Source: an optimization exercise on an open RTL-to-GDS flow (aim: small area). Production flows keep margins and buffers that such runs may drop.
At most, simulation tests tie the RTL to the original design; equivalence was not proved.
No driver is modelled on the clock port, so clocking that relies on it looks cheaper here than on a real chip.
Power and IR drop assume default switching activity.

==> run a: inputs <==
==> flow/design.v <==
module dht_reading (
    input  wire [39:0] frame,
    input  wire [2:0]  rh,         
    input  wire [2:0]  rt,         
    input  wire        unit,       
    output wire [15:0] hum_raw,
    output wire        temp_sign,
    output wire [14:0] temp_mag,
    output wire [15:0] hum_out,    
    output wire [17:0] temp_out    
);
    assign hum_raw   = frame[39:24];
    assign temp_sign = frame[23];
    assign temp_mag  = frame[22:8];
    function [16:0] sub17(input [16:0] a, input [16:0] b);
        integer k;
        reg w;
        begin
            w = 1'b0;
            for (k = 0; k < 17; k = k + 1) begin
                sub17[k] = a[k] ^ b[k] ^ w;
                w = (~a[k] & b[k]) | (~(a[k] ^ b[k]) & w);
            end
        end
    endfunction
    function [16:0] add17(input [16:0] a, input [16:0] b, input ci);
        integer k;
        reg c;
        begin
            c = ci;
            for (k = 0; k < 17; k = k + 1) begin
                add17[k] = a[k] ^ b[k] ^ c;
                c = (a[k] & b[k]) | (c & (a[k] ^ b[k]));
            end
        end
    endfunction
    wire [16:0] hq = sub17({2'd0, hum_raw[15:1]}, {14'd0, rh});
    assign hum_out = {hq[14:0], 1'b0};
    wire        s  = temp_sign;
    wire [3:0]  v  = s ? {1'b0, rt} + 4'd5 : {1'b0, rt};
    wire [16:0] x  = sub17({3'd0, temp_mag[14:1]}, {13'd0, v});
    wire [11:0] c;
    wire [12:0] br;
    assign c[0] = x[0];
    assign c[1] = x[1];
    assign br[2] = 1'b0;
    genvar i;
    generate
        for (i = 2; i < 12; i = i + 1) begin : g_div5
            assign c[i]    = x[i] ^ c[i-2] ^ br[i];
            assign br[i+1] = (~x[i] & c[i-2]) | (~(x[i] ^ c[i-2]) & br[i]);
        end
    endgenerate
    wire [16:0] k  = add17({5'd0, c}, {11'd0, 4'd10, s, 1'b0}, 1'b0);
    wire [16:0] p  = unit ? {1'b0, k[11:0], 2'b00} : {14'd0, s, 2'b00};
    wire [16:0] w  = add17(x, p, 1'b0);
    assign temp_out = {w ^ {17{s}}, 1'b0};
endmodule
module dht_fsm (
    input  wire        clk,
    input  wire        rst,         
    input  wire [1:0]  cmd,         
    input  wire        unit,        
    input  wire        line_in,     
    input  wire [31:0] now,         
    output wire        line_dir,    
    output wire        line_drv,    
    output wire        busy,
    output wire [2:0]  err_out,
    output wire [39:0] frame_out,
    output wire [15:0] hum_raw,
    output wire        temp_sign,
    output wire [14:0] temp_mag,
    output wire [15:0] hum_out,
    output wire [17:0] temp_out
);
    localparam [2:0] IDLE         = 3'd0,
                     START_LOW    = 3'd1,
                     ACK_WAIT_LOW = 3'd2,
                     ACK_LOW      = 3'd3,
                     ACK_HIGH     = 3'd4,
                     BIT_LOW      = 3'd5,
                     BIT_HIGH     = 3'd6,
                     VALIDATE     = 3'd7;
    reg [39:0] frame;
    reg [31:0] acc;
    reg [7:0]  ck_sum;
    reg        ck_bad;
    reg [31:0] t_start;
    reg [2:0]  err;
    reg [2:0]  phase;
    reg [5:0]  bitcnt;
    reg [2:0]  rh_acc, rt_acc;
    reg [2:0]  rh, rt;
    wire [31:0] e;
    wire [32:0] bw;
    assign bw[0] = 1'b0;
    genvar i;
    generate
        for (i = 0; i < 32; i = i + 1) begin : g_sub
            assign e[i]    = now[i] ^ t_start[i] ^ bw[i];
            assign bw[i+1] = (~now[i] & t_start[i]) | (~(now[i] ^ t_start[i]) & bw[i]);
        end
    endgenerate
    wire hi11 = |e[31:11];            
    wire hi7  = hi11 | (|e[10:7]);    
    wire ge2000 = hi11 | (&e[10:6] & (e[5] | e[4]));
    wire ge40   = hi7 | e[6] | (e[5] & (e[4] | e[3]));
    wire ge100  = hi7 | (e[6] & e[5] & (e[4] | e[3] | e[2]));
    wire ge66   = hi7 | (e[6] & (e[5] | e[4] | e[3] | e[2] | e[1]));
    wire ge20   = hi7 | e[6] | e[5] | (e[4] & (e[3] | e[2]));
    wire gt100  = hi7 | (e[6] & e[5] & (e[4] | e[3] | (e[2] & (e[1] | e[0]))));
    wire sym    = e[6] | (e[5] & e[4] & (e[3] | e[2] | e[1]));    
    wire bad    = ~ge20 | gt100;
    wire [2:0] bpos = ~bitcnt[2:0];           
    wire [7:0] ck_base = (bitcnt == 6'd0) ? 8'd0 : ck_sum;
    wire [8:0] ck_cy;
    wire [7:0] ck_next;
    assign ck_cy[0] = 1'b0;
    generate
        for (i = 0; i < 8; i = i + 1) begin : g_ck
            wire inj = sym & (bpos == i);
            assign ck_next[i] = ck_base[i] ^ (ck_cy[i] | inj);
            assign ck_cy[i+1] = ck_base[i] & (ck_cy[i] | inj);
        end
    endgenerate
    wire ck_bad_bit = sym ^ ck_sum[bpos];
    wire ck_ok = ~ck_bad;
    wire shift = (phase == BIT_HIGH) & ~line_in & ~bad;
    function [2:0] m5step(input [2:0] r, input b);
        case ({r, b})
            4'b000_0: m5step = 3'd0; 4'b000_1: m5step = 3'd1;
            4'b001_0: m5step = 3'd2; 4'b001_1: m5step = 3'd3;
            4'b010_0: m5step = 3'd4; 4'b010_1: m5step = 3'd0;
            4'b011_0: m5step = 3'd1; 4'b011_1: m5step = 3'd2;
            4'b100_0: m5step = 3'd3; 4'b100_1: m5step = 3'd4;
            default:  m5step = 3'bxxx;
        endcase
    endfunction
    always @(posedge clk) begin
        if (shift) begin
            if (!bitcnt[5]) begin
                acc    <= {acc[30:0], sym};
                ck_sum <= ck_next;
            end else
                ck_bad <= ((bitcnt[2:0] == 3'd0) ? 1'b0 : ck_bad) | ck_bad_bit;
            bitcnt <= bitcnt + 6'd1;
            if (bitcnt < 6'd15)
                rh_acc <= m5step((bitcnt == 6'd0) ? 3'd0 : rh_acc, sym);
            if (bitcnt >= 6'd17 && bitcnt <= 6'd30)
                rt_acc <= m5step((bitcnt == 6'd17) ? 3'd0 : rt_acc, sym);
        end else if (phase == ACK_HIGH)
            bitcnt <= 6'd0;
    end
    reg line_go, tmo;
    always @* begin
        line_go = 1'b0;
        tmo     = 1'b0;
        case (phase)
            START_LOW:    begin line_go = ge2000;   tmo = 1'b0;  end
            ACK_WAIT_LOW: begin line_go = ~line_in; tmo = ge40;  end
            ACK_LOW:      begin line_go = line_in;  tmo = ge100; end
            ACK_HIGH:     begin line_go = ~line_in; tmo = ge100; end
            BIT_LOW:      begin line_go = line_in;  tmo = ge66;  end
            BIT_HIGH:     begin line_go = ~line_in; tmo = ~line_in & bad; end
            default:      begin line_go = 1'b1;     tmo = 1'b0;  end
        endcase
    end
    always @(posedge clk)
        if (line_go | tmo)
            t_start <= now;
    always @(posedge clk) begin
        if (rst) begin
            frame <= 40'd0;
            rh    <= 3'd0;
            rt    <= 3'd0;
            err   <= 3'd0;
            phase <= IDLE;
        end else begin
            case (phase)
                IDLE: begin
                    if (cmd == 2'b01)
                        phase <= START_LOW;
                    else if (cmd == 2'b10)
                        err <= 3'd0;
                end
                VALIDATE: begin
                    if (ck_ok) begin
                        frame <= {acc, ck_sum};
                        rh    <= rh_acc;
                        rt    <= rt_acc;
                    end else
                        err <= 3'd3;
                    phase <= IDLE;
                end
                default: begin
                    if (tmo) begin
                        phase <= IDLE;
                        case (phase)
                            BIT_LOW:  err <= 3'd1;
                            BIT_HIGH: err <= 3'd2;
                            default:  err <= 3'd4;
                        endcase
                    end else if (line_go)
                        phase <= (phase == BIT_HIGH) ? ((bitcnt == 6'd39) ? VALIDATE : BIT_LOW)
                                                     : phase + 3'd1;
                end
            endcase
        end
    end
    assign line_dir  = (phase == START_LOW);
    assign line_drv  = (phase != START_LOW);
    assign busy      = (phase != IDLE);
    assign err_out   = err;
    assign frame_out = frame;
    dht_reading u_reading (
        .frame     (frame),
        .rh        (rh),
        .rt        (rt),
        .unit      (unit),
        .hum_raw   (hum_raw),
        .temp_sign (temp_sign),
        .temp_mag  (temp_mag),
        .hum_out   (hum_out),
        .temp_out  (temp_out)
    );
endmodule
==> flow/flow/run.sh <==
#!/bin/bash
# Layout flow: the standard ORFS flow with three changes.
#  1. Synthesis: the standard flow's synthesis script, except that full/half adders are
#     not extracted into fa/ha cells and ABC maps with an area-oriented
#     script (flow/abc_area.script). Registers are inferred and mapped by
#     the unchanged steps before ABC, so they match the standard synthesis.
#  2. Port buffers use the smallest buffer cell (buf_1).
#  3. Clock tree: clkbuf_8 buffers, no dummy loads; after CTS each clock
#     buffer is downsized while the estimated flip-flop clock-pin slew stays
#     under 110 ps (flow/downsize_clk.tcl).
# Each tool's output goes to a log of its own here and under orfs/logs.
set -o pipefail
HERE=$(pwd)
export BUFFER_PORTS_ARGS="-buffer_cell sky130_fd_sc_hd__buf_1"
export POST_CTS_TCL="$HERE/flow/downsize_clk.tcl"
export CLK_SLEW_EST_LIMIT=0.110
export CTS_ARGS="-sink_clustering_enable -repair_clock_nets -buf_list sky130_fd_sc_hd__clkbuf_8 -dont_use_dummy_load"

SYN=$FLOW_HOME/scripts/synth.tcl
L=$(grep -n "^# Technology mapping of adders" "$SYN" | cut -d: -f1)
sed "$((L+1))s|^if {\$|if {0 \&\& |; s|log_cmd abc {\*}\$abc_args|log_cmd abc -script $HERE/flow/abc_area.script {*}[lrange \$abc_args 2 end]|" "$SYN" > own_synth_core.tcl
sed "s|source \$::env(SCRIPTS_DIR)/synth.tcl|source $HERE/own_synth_core.tcl|" synth_recipe.tcl > own_synth.tcl
grep -q "abc_area.script" own_synth_core.tcl || { echo "synth patch failed" > synth.log; exit 1; }
grep -q "own_synth_core.tcl" own_synth.tcl || { echo "synth patch failed" > synth.log; exit 1; }

MK=$(grep '^make ' standard.sh | sed "s|SYNTH_SCRIPT=[^ ]*|SYNTH_SCRIPT=$HERE/own_synth.tcl|; s|\"\${@:-finish}\"|synth|")
echo "$MK" > synth_cmd.log
eval "$MK" > synth.log 2>&1 || exit 1
bash standard.sh finish > standard.log 2>&1
==> flow/flow/abc_area.script <==
strash
&get -n
&st
&deepsyn -I 20 -J 5
&dch -f
&nf -p
&put
strash
&get -n
&st
&deepsyn -I 20 -J 5
&dch -f
&nf -p
&put
==> flow/flow/downsize_clk.tcl <==
# Downsize clock-tree buffers while the estimated flip-flop clock-pin slew
# stays under a margin. Sourced after CTS (POST_CTS_TCL).
proc clk_worst_slew {} {
  set w 0.0
  foreach p [get_pins -hierarchical */CLK] {
    set s [get_property $p slew_max]
    if {$s > $w} { set w $s }
  }
  return $w
}
set limit [expr {[info exists ::env(CLK_SLEW_EST_LIMIT)] ? $::env(CLK_SLEW_EST_LIMIT) : 0.075}]
estimate_parasitics -placement
puts "clock downsizing: start worst clk slew [clk_worst_slew], limit $limit"
set cands {sky130_fd_sc_hd__clkbuf_2 sky130_fd_sc_hd__clkbuf_4}
foreach inst [get_cells clkbuf_*_clk] {
  set orig [get_property $inst ref_name]
  foreach c $cands {
    if {$c eq $orig} { break }
    replace_cell $inst $c
    estimate_parasitics -placement
    set w [clk_worst_slew]
    if {$w <= $limit} {
      puts "clock downsizing: [get_full_name $inst] $orig -> $c (worst $w)"
      set orig $c
      break
    }
    replace_cell $inst $orig
  }
}
estimate_parasitics -placement
puts "clock downsizing: end worst clk slew [clk_worst_slew]"
==> flow/standard.sh <==
#!/bin/bash
# synth_recipe.tcl (not shown) runs the flow's synth.tcl, then flattens the netlist and writes it again
# the make line also repeats each setting of config.mk as NAME=value (left out here)
make -C /OpenROAD-flow-scripts/flow DESIGN_CONFIG=/design/flow/config.mk WORK_HOME=/design/flow/orfs CLKGATE_MAP_FILE= SYNTH_SCRIPT=/design/flow/synth_recipe.tcl "${@:-finish}"
==> flow/config.mk <==
export PLATFORM = sky130hd
export DESIGN_NAME = dht_fsm
export DESIGN_NICKNAME = dht_fsm
export VERILOG_FILES = /design/flow/design.v
export SDC_FILE = /design/flow/constraint.sdc
export NUM_CORES = 4
export LEC_CHECK = 0
export CAP_MARGIN = 0
export CORE_MARGIN = 2
export CORE_UTILIZATION = 70
export SLEW_MARGIN = 0
==> flow/constraint.sdc <==
create_clock -name core_clock -period 20.0 [get_ports {clk}]
set_input_delay 4.0000 -clock core_clock [delete_from_list [all_inputs] [get_ports {clk}]]
set_output_delay 4.0000 -clock core_clock [all_outputs]
set_load 0.01 [all_outputs]
==> inputs of run b, as changes to run a <==
==> flow/design.v, changed modules only <==
module dht_fsm (
    input  wire        clk,
    input  wire        rst,         
    input  wire [1:0]  cmd,         
    input  wire        unit,        
    input  wire        line_in,     
    input  wire [31:0] now,         
    output wire        line_dir,    
    output wire        line_drv,    
    output wire        busy,
    output wire [2:0]  err_out,
    output wire [39:0] frame_out,
    output wire [15:0] hum_raw,
    output wire        temp_sign,
    output wire [14:0] temp_mag,
    output wire [15:0] hum_out,
    output wire [17:0] temp_out
);
    localparam [2:0] IDLE         = 3'd0,
                     START_LOW    = 3'd1,
                     ACK_WAIT_LOW = 3'd2,
                     ACK_LOW      = 3'd3,
                     ACK_HIGH     = 3'd4,
                     BIT_LOW      = 3'd5,
                     BIT_HIGH     = 3'd6,
                     VALIDATE     = 3'd7;
    reg [39:0] frame;
    reg [31:0] acc;
    reg [7:0]  ck_sum;
    reg        ck_bad;
    reg [31:0] t_start;
    reg [2:0]  err;
    reg [2:0]  phase;
    reg [5:0]  bitcnt;
    reg [2:0]  rh_acc, rt_acc;
    reg [2:0]  rh, rt;
    wire [10:0] e;
    wire [11:0] bw;
    assign bw[0] = 1'b0;
    genvar i;
    generate
        for (i = 0; i < 11; i = i + 1) begin : g_sub
            assign e[i]    = now[i] ^ t_start[i] ^ bw[i];
            assign bw[i+1] = (~now[i] & t_start[i]) | (~(now[i] ^ t_start[i]) & bw[i]);
        end
    endgenerate
    wire [20:0] hd = now[31:11] ^ t_start[31:11];
    wire [20:0] hz;
    assign hz[0] = hd[0] ^ bw[11];
    generate
        for (i = 1; i < 21; i = i + 1) begin : g_hz
            assign hz[i] = hd[i] ^ (bw[11] & ~now[10+i] & t_start[10+i]);
        end
    endgenerate
    wire hi11 = |hz;                  
    wire hi7  = hi11 | (|e[10:7]);    
    wire ge2000 = hi11 | (&e[10:6] & (e[5] | e[4]));
    wire ge40   = hi7 | e[6] | (e[5] & (e[4] | e[3]));
    wire ge100  = hi7 | (e[6] & e[5] & (e[4] | e[3] | e[2]));
    wire ge66   = hi7 | (e[6] & (e[5] | e[4] | e[3] | e[2] | e[1]));
    wire ge20   = hi7 | e[6] | e[5] | (e[4] & (e[3] | e[2]));
    wire gt100  = hi7 | (e[6] & e[5] & (e[4] | e[3] | (e[2] & (e[1] | e[0]))));
    wire sym    = e[6] | (e[5] & e[4] & (e[3] | e[2] | e[1]));    
    wire bad    = ~ge20 | gt100;
    wire [2:0] bpos = ~bitcnt[2:0];           
    wire [7:0] ck_base = (bitcnt == 6'd0) ? 8'd0 : ck_sum;
    wire [8:0] ck_cy;
    wire [7:0] ck_next;
    assign ck_cy[0] = 1'b0;
    generate
        for (i = 0; i < 8; i = i + 1) begin : g_ck
            wire inj = sym & (bpos == i);
            assign ck_next[i] = ck_base[i] ^ (ck_cy[i] | inj);
            assign ck_cy[i+1] = ck_base[i] & (ck_cy[i] | inj);
        end
    endgenerate
    wire ck_bad_bit = sym ^ ck_sum[bpos];
    wire ck_ok = ~ck_bad;
    wire shift = (phase == BIT_HIGH) & ~line_in & ~bad;
    function [2:0] m5step(input [2:0] r, input b);
        case ({r, b})
            4'b000_0: m5step = 3'd0; 4'b000_1: m5step = 3'd1;
            4'b001_0: m5step = 3'd2; 4'b001_1: m5step = 3'd3;
            4'b010_0: m5step = 3'd4; 4'b010_1: m5step = 3'd0;
            4'b011_0: m5step = 3'd1; 4'b011_1: m5step = 3'd2;
            4'b100_0: m5step = 3'd3; 4'b100_1: m5step = 3'd4;
            default:  m5step = 3'bxxx;
        endcase
    endfunction
    always @(posedge clk) begin
        if (shift) begin
            if (!bitcnt[5]) begin
                acc    <= {acc[30:0], sym};
                ck_sum <= ck_next;
            end else
                ck_bad <= ((bitcnt[2:0] == 3'd0) ? 1'b0 : ck_bad) | ck_bad_bit;
            bitcnt <= bitcnt + 6'd1;
            if (bitcnt < 6'd15)
                rh_acc <= m5step((bitcnt == 6'd0) ? 3'd0 : rh_acc, sym);
            if (bitcnt >= 6'd17 && bitcnt <= 6'd30)
                rt_acc <= m5step((bitcnt == 6'd17) ? 3'd0 : rt_acc, sym);
        end else if (phase == ACK_HIGH)
            bitcnt <= 6'd0;
    end
    always @(posedge clk) begin
        if (rst) begin
            frame <= 40'd0;
            rh    <= 3'd0;
            rt    <= 3'd0;
            err   <= 3'd0;
            phase <= IDLE;
        end else begin
            case (phase)
                IDLE: begin
                    t_start <= now;
                    if (cmd == 2'b01)
                        phase <= START_LOW;
                    else if (cmd == 2'b10)
                        err <= 3'd0;
                end
                START_LOW: begin
                    if (ge2000) begin
                        phase   <= ACK_WAIT_LOW;
                        t_start <= now;
                    end
                end
                ACK_WAIT_LOW: begin
                    if (ge40) begin
                        err   <= 3'd4;
                        phase <= IDLE;
                    end else if (!line_in) begin
                        phase   <= ACK_LOW;
                        t_start <= now;
                    end
                end
                ACK_LOW: begin
                    if (ge100) begin
                        err   <= 3'd4;
                        phase <= IDLE;
                    end else if (line_in) begin
                        phase   <= ACK_HIGH;
                        t_start <= now;
                    end
                end
                ACK_HIGH: begin
                    if (ge100) begin
                        err   <= 3'd4;
                        phase <= IDLE;
                    end else if (!line_in) begin
                        phase   <= BIT_LOW;
                        t_start <= now;
                    end
                end
                BIT_LOW: begin
                    if (ge66) begin
                        err   <= 3'd1;
                        phase <= IDLE;
                    end else if (line_in) begin
                        phase   <= BIT_HIGH;
                        t_start <= now;
                    end
                end
                BIT_HIGH: begin
                    if (!line_in) begin
                        t_start <= now;
                        if (bad) begin
                            err   <= 3'd2;
                            phase <= IDLE;
                        end else
                            phase <= (bitcnt == 6'd39) ? VALIDATE : BIT_LOW;
                    end
                end
                VALIDATE: begin
                    if (ck_ok) begin
                        frame <= {acc, ck_sum};
                        rh    <= rh_acc;
                        rt    <= rt_acc;
                    end else
                        err <= 3'd3;
                    phase <= IDLE;
                end
            endcase
        end
    end
    assign line_dir  = (phase == START_LOW);
    assign line_drv  = (phase != START_LOW);
    assign busy      = (phase != IDLE);
    assign err_out   = err;
    assign frame_out = frame;
    dht_reading u_reading (
        .frame     (frame),
        .rh        (rh),
        .rt        (rt),
        .unit      (unit),
        .hum_raw   (hum_raw),
        .temp_sign (temp_sign),
        .temp_mag  (temp_mag),
        .hum_out   (hum_out),
        .temp_out  (temp_out)
    );
endmodule
==> flow/flow/run.sh (replaced) <==
#!/bin/bash
# Standard layout with the smallest buffer on the ports and a lean clock tree.
set -o pipefail
export BUFFER_PORTS_ARGS="-buffer_cell sky130_fd_sc_hd__buf_1"
export CTS_ARGS="-sink_clustering_enable -repair_clock_nets -buf_list sky130_fd_sc_hd__clkbuf_8 -sink_clustering_size 30 -dont_use_dummy_load"
bash standard.sh finish > standard.log 2>&1
--- a/flow/config.mk
+++ b/flow/config.mk
@@ -7,5 +7,5 @@
 export LEC_CHECK = 0
-export CAP_MARGIN = 0
+export CAP_MARGIN = 20
 export CORE_MARGIN = 2
-export CORE_UTILIZATION = 70
-export SLEW_MARGIN = 0
+export CORE_UTILIZATION = 40
+export SLEW_MARGIN = 20
removed: flow/flow/abc_area.script
removed: flow/flow/downsize_clk.tcl
==> inputs of run c, as changes to run a <==
==> flow/flow/abc_area.script (replaced) <==
strash
&get -n
&st
&dc2
&dch -f
&nf -a -p
&put
--- a/flow/config.mk
+++ b/flow/config.mk
@@ -7,5 +7,5 @@
 export LEC_CHECK = 0
-export CAP_MARGIN = 0
+export CAP_MARGIN = 20
 export CORE_MARGIN = 2
-export CORE_UTILIZATION = 70
-export SLEW_MARGIN = 0
+export CORE_UTILIZATION = 40
+export SLEW_MARGIN = 20
==> run notes <==
                                                      run b     run c     run a
Status                     no timing/DRC/antenna violations  no timing/DRC/antenna violations  no timing/DRC/antenna violations
Tapcell Cnt                                             270       234       140
GR Layer Usage met1                                   20.2%     20.3%     33.3%
Largest net degree at the start of global routing        58        53        47
Maximum clock frequency                            74.6 MHz  74.0 MHz  77.3 MHz
Combinational cell fraction of total power            23.7%     30.6%     49.4%
Placement Cell Area                                8760 um2  8320 um2  8130 um2
Post-synthesis mux area share                         1.71%    0.277%    0.541%
Minimum setup slack among reg-to-reg paths         12440 ps  13850 ps  13910 ps
Non-clk invs                                             90        33        23
Standard-cell row count                                  52        50        38
Post-route worst setup slack                        6590 ps   6480 ps   7070 ps
First-pass GRT wire length                          25.4 mm   25.1 mm   24.8 mm
Buffer and inverter count on the worst path               3         2         2
Sw power                                             198 uW    236 uW    403 uW
For run b, only the layout was checked, not whether the RTL still works.

[static timing again, ports no longer ideal]
The flow's constraints put no driver on any port. The routed layouts listed below were extracted and timed again, unchanged, in two steps. Step 1 assumes that a clkbuf_16 drives the clock port and a buf_2 every other input. Step 2 times the ports against the registers' clock, not the clock port: input delays grow and output delays shrink by t, the midpoint of the rising clock arrivals with the driver on. a / b / c = ideal / step 1 / step 2; a / b = the first two.
run	shift t [ns]	slack for setup (ns)	slew at the worst register clock pin (ns)	worst slew at a driven data input, ns
run a	0.561	7.066 / 7.042 / 7.042	0.10 / 0.10	0.04
run b	0.464	6.586 / 6.564 / 6.564	0.09 / 0.09	0.04
run c	0.733	6.483 / 6.460 / 6.460	0.10 / 0.10	0.05
After both steps every run listed still meets setup and hold. The setup slack of run a, which loses most, moves by -0.024 ns with the drivers and by -0.024 ns with both steps.
